This design comes from an exercise in tuning for small area, a short achievable clock period and few clock cycles per item on the open sky130 flow, not from production work. The RTL was checked by simulation tests, not by an equivalence proof against the original design.

trial 58:
// blade_biquad
module blade_biquad (
    input  wire        clk,
    input  wire        rst,
    input  wire        cmd_valid,
    output wire        cmd_ready,
    input  wire        cmd_clear,
    input  wire [31:0] cmd_x0,
    input  wire [31:0] cmd_x1,
    input  wire [31:0] cmd_b0,
    input  wire [31:0] cmd_b1,
    input  wire [31:0] cmd_b2,
    input  wire [31:0] cmd_a1,
    input  wire [31:0] cmd_a2,
    output reg         rsp_valid,
    output reg  [31:0] rsp_y0,
    output reg  [31:0] rsp_y1
);
export LEC_CHECK = 0
export ABC_AREA = 1
export CAP_MARGIN = 20
export CORE_MARGIN = 2
export CORE_UTILIZATION = 55
export PLACE_DENSITY = 0.72
export SLEW_MARGIN = 20
create_clock -name core_clock -period 24.0 [get_ports {clk}]
standard.sh (not shown) runs the stock make flow with config.mk's settings and CLKGATE_MAP_FILE= SYNTH_SCRIPT=/design/flow/synth_recipe.tcl, a recipe that flattens the netlist after the stock synthesis.
==> flow/flow/run.sh <==
#!/bin/bash
# Layout flow: the standard ORFS flow (standard.sh, unchanged synthesis,
# floorplan, placement, CTS and routing at the design's clock and
# constraints), with a larger setup-slack margin for OpenROAD's repair_timing
# so that the resizer also shortens paths that already meet the 24 ns clock.
# standard.sh's full output goes to standard.log in this folder; the ORFS
# logs of each step stay under orfs/logs.
set -eo pipefail
export SETUP_SLACK_MARGIN=17.5
bash standard.sh > standard.log 2>&1
test -s out/final.def
Trial 58 closes out successfully: all stages finished, all timing, DRC and antenna checks passed.
Testbench counts of trial 58, summed over its fixed seeds: cycles 28,840, items 4,800.
Input-level comparison between trial 57 and trial 58:
- changing PLACE_DENSITY from 0.72 to 0.6
- changing CORE_UTILIZATION from 55 to 40
-- flow/flow/run.sh --
<<< trial 58, line 9
export SETUP_SLACK_MARGIN=17.5
>>> trial 57, line 9
export SETUP_SLACK_MARGIN=16.5
Findings:
Trial 57 vs. trial 58: via count of the first global-routing pass rose by 0.85%, number of antenna violations at the first check in global routing rose by 9, slew of the pin with the lowest slew margin rose by 23 ps, global-route usage fell by 9.6 points.

---

== lane 3 ==
blade_biquad, a different RTL version from the one above (not shown whole).
Size: roughly 660 flip-flops, about 290 I/O pins.
// blade_biquad
module blade_biquad (
    input  wire        clk,
    input  wire        rst,
    input  wire        cmd_valid,
    output wire        cmd_ready,
    input  wire        cmd_clear,
    input  wire [31:0] cmd_x0,
    input  wire [31:0] cmd_x1,
    input  wire [31:0] cmd_b0,
    input  wire [31:0] cmd_b1,
    input  wire [31:0] cmd_b2,
    input  wire [31:0] cmd_a1,
    input  wire [31:0] cmd_a2,
    output reg         rsp_valid,
    output reg  [31:0] rsp_y0,
    output reg  [31:0] rsp_y1
);
    reg [12:1] f;
    reg [22:1] g;
    reg        clr_ok;
    wire fast_cond = (cmd_b1[30:0] == 31'd0) &&
                     (cmd_b2 == {~cmd_b0[31], cmd_b0[30:0]}) &&
                     (cmd_x0[30:23] != 8'hFF) && (cmd_x1[30:23] != 8'hFF);
    wire fast_busy = |f;
    wire gbusy     = |g;
    wire fast_slot = !(|f[5:1]) && !f[7] && !f[8] && !gbusy;
    wire start_f   = cmd_valid && !cmd_clear && fast_cond && fast_slot;
    wire start_g   = cmd_valid && !cmd_clear && !fast_cond && !fast_busy && !gbusy;
    assign cmd_ready = f[3] || g[12] || clr_ok;
    wire clear_acc = clr_ok && cmd_valid;    
    wire [11:0] fN = rst ? 12'd0 : {f[11:1], start_f};
    wire [21:0] gN = rst ? 22'd0 : {g[21:1], start_g};
    localparam [2:0] D_NONE = 3'd0, D_Y0 = 3'd1, D_Y1 = 3'd2, D_S1_0 = 3'd3,
                     D_S1_1 = 3'd4, D_S2_0 = 3'd5, D_S2_1 = 3'd6;
    localparam [2:0] A_S1_0 = 3'd3, A_S1_1 = 3'd4, A_S2_0 = 3'd5, A_S2_1 = 3'd6,
  ...
Settings: LEC_CHECK=0, ABC_AREA=1, CAP_MARGIN=20, CORE_MARGIN=2, CORE_UTILIZATION=40, PLACE_DENSITY=0.6, SLEW_MARGIN=20; clock period 24.0 ns.
run.sh (not shown) runs the stock make flow with config.mk's settings and CLKGATE_MAP_FILE= SYNTH_SCRIPT=/design/flow/synth_recipe.tcl, a recipe that flattens the netlist after the stock synthesis.
Stock flow here: none of the scripts above is used.
Testbench counts of lane 3, summed over its fixed seeds: cycles 28,824, items 4,800.
Input changes introduced in lane 2 (baseline for comparison: lane 3):
==> flow/flow/run.sh (new file) <==
#!/bin/bash
# Layout flow: the standard ORFS flow (standard.sh, unchanged synthesis,
# floorplan, placement, CTS and routing at the design's clock and
# constraints), with a larger setup-slack margin for OpenROAD's repair_timing
# so that the resizer also shortens paths that already meet the 24 ns clock.
# standard.sh's full output goes to standard.log in this folder; the ORFS
# logs of each step stay under orfs/logs.
set -eo pipefail
export SETUP_SLACK_MARGIN=16.5
bash standard.sh > standard.log 2>&1
test -s out/final.def
==> flow/standard.sh (new file) <==
#!/bin/bash
# synth_recipe.tcl (not shown) runs the flow's synth.tcl, then flattens the netlist and writes it again
# the make line also repeats each setting of config.mk as NAME=value (left out here)
make -C /OpenROAD-flow-scripts/flow DESIGN_CONFIG=/design/flow/config.mk WORK_HOME=/design/flow/orfs CLKGATE_MAP_FILE= SYNTH_SCRIPT=/design/flow/synth_recipe.tcl "${@:-finish}"
removed: flow/run.sh
--- outcome ---
Of the two values seen for capture point of the worst path, areg[18] was produced by lane 3 and mr_prod[43] by lane 2.
The final reports for lane 2 and lane 3 show final period utilization lower in the former.
Lane 3 -> lane 2: clock edge transition at the registers on the reported setup and hold paths flat
Routed wire in lane 2 totals more than in lane 3.
Share of flip-flops with an asynchronous set or reset: lane 2 vs lane 3 identical
From lane 3 to lane 2 the numbers moved as follows: global-route wire length before repair level, utilization picked up an extra 0.30 points, area growth from synthesis to layout shows an increase of 0.73 points.

---

blade_biquad, a different RTL version from the one above (not shown whole).
Size: about 8100 cells after synthesis, roughly 690 flip-flops, roughly 290 I/O pins.
Settings: LEC_CHECK=0, ABC_AREA=1, CAP_MARGIN=20, CORE_MARGIN=2, CORE_UTILIZATION=62, PLACE_DENSITY=0.78, SLEW_MARGIN=20; clock period 24.0 ns.
standard.sh (not shown) runs the stock make flow with config.mk's settings and CLKGATE_MAP_FILE= SYNTH_SCRIPT=/design/flow/synth_recipe.tcl, a recipe that flattens the netlist after the stock synthesis.
==> flow/flow/run.sh <==
#!/bin/bash
# Layout flow: the standard ORFS flow (standard.sh, unchanged synthesis,
# floorplan, placement, CTS and routing at the design's clock and
# constraints), with a larger setup-slack margin for OpenROAD's repair_timing
# so that the resizer also shortens paths that already meet the 24 ns clock.
# standard.sh's full output goes to standard.log in this folder; the ORFS
# logs of each step stay under orfs/logs.
set -eo pipefail
export SETUP_SLACK_MARGIN=18.5
bash standard.sh > standard.log 2>&1
test -s out/final.def
The starting point finished clean.
Testbench counts at the start, summed over its fixed seeds: cycles 28,840, items 4,800.
==> next run, changes <==
--- a/flow/flow/run.sh
+++ b/flow/flow/run.sh
@@ -8,3 +8,3 @@
 set -eo pipefail
-export SETUP_SLACK_MARGIN=18.5
+export SETUP_SLACK_MARGIN=17.5
 bash standard.sh > standard.log 2>&1
CORE_UTILIZATION = 55   (was 62)
PLACE_DENSITY = 0.72   (was 0.78)
Outcome: Area after synthesis does not change. Critical path depth fell by 2.

-- what the ideal ports hide --
In the flow no input, the clock included, has a driving cell. The finished layouts below were timed again as built, in two steps. Step 1 (the two cells are an assumption about what drives the block):
set clk [get_ports {clk}]
set_driving_cell -lib_cell sky130_fd_sc_hd__clkbuf_16 $clk
set_driving_cell -lib_cell sky130_fd_sc_hd__buf_2 [delete_from_list [all_inputs] $clk]
Step 2, shift: input delay + t, output delay - t, t = (earliest + latest rising clock arrival at the registers) / 2. This alone moves slack from input paths to output paths. Three values: ideal ports, drivers, drivers and shift; two values: the first two.
run	t, ns	setup WS [ns]	hold slack, ns	worst data-port slew with drivers (ns)	pins driven straight from the clock port
trial 58	0.737	17.536 / 17.459 / 17.120	0.410 / 0.410 / 0.410	0.12	1
trial 57	0.775	17.215 / 17.215 / 17.215	0.379 / 0.379 / 0.379	0.14	1
lane 3	0.755	16.064 / 16.064 / 16.028	0.403 / 0.403 / 0.403	0.09	1
lane 2	0.752	16.881 / 16.881 / 16.277	0.403 / 0.403 / 0.403	0.09	1
the first run of note 3	0.721	17.881 / 17.804 / 17.816	0.379 / 0.379 / 0.379	0.15	1
the second run of note 3	0.722	17.533 / 17.457 / 17.596	0.389 / 0.389 / 0.389	0.12	1
After both steps setup and hold are still met in every run listed. The setup slack of lane 2, which loses most, moves by 0.000 ns with the drivers and by -0.604 ns with both steps.
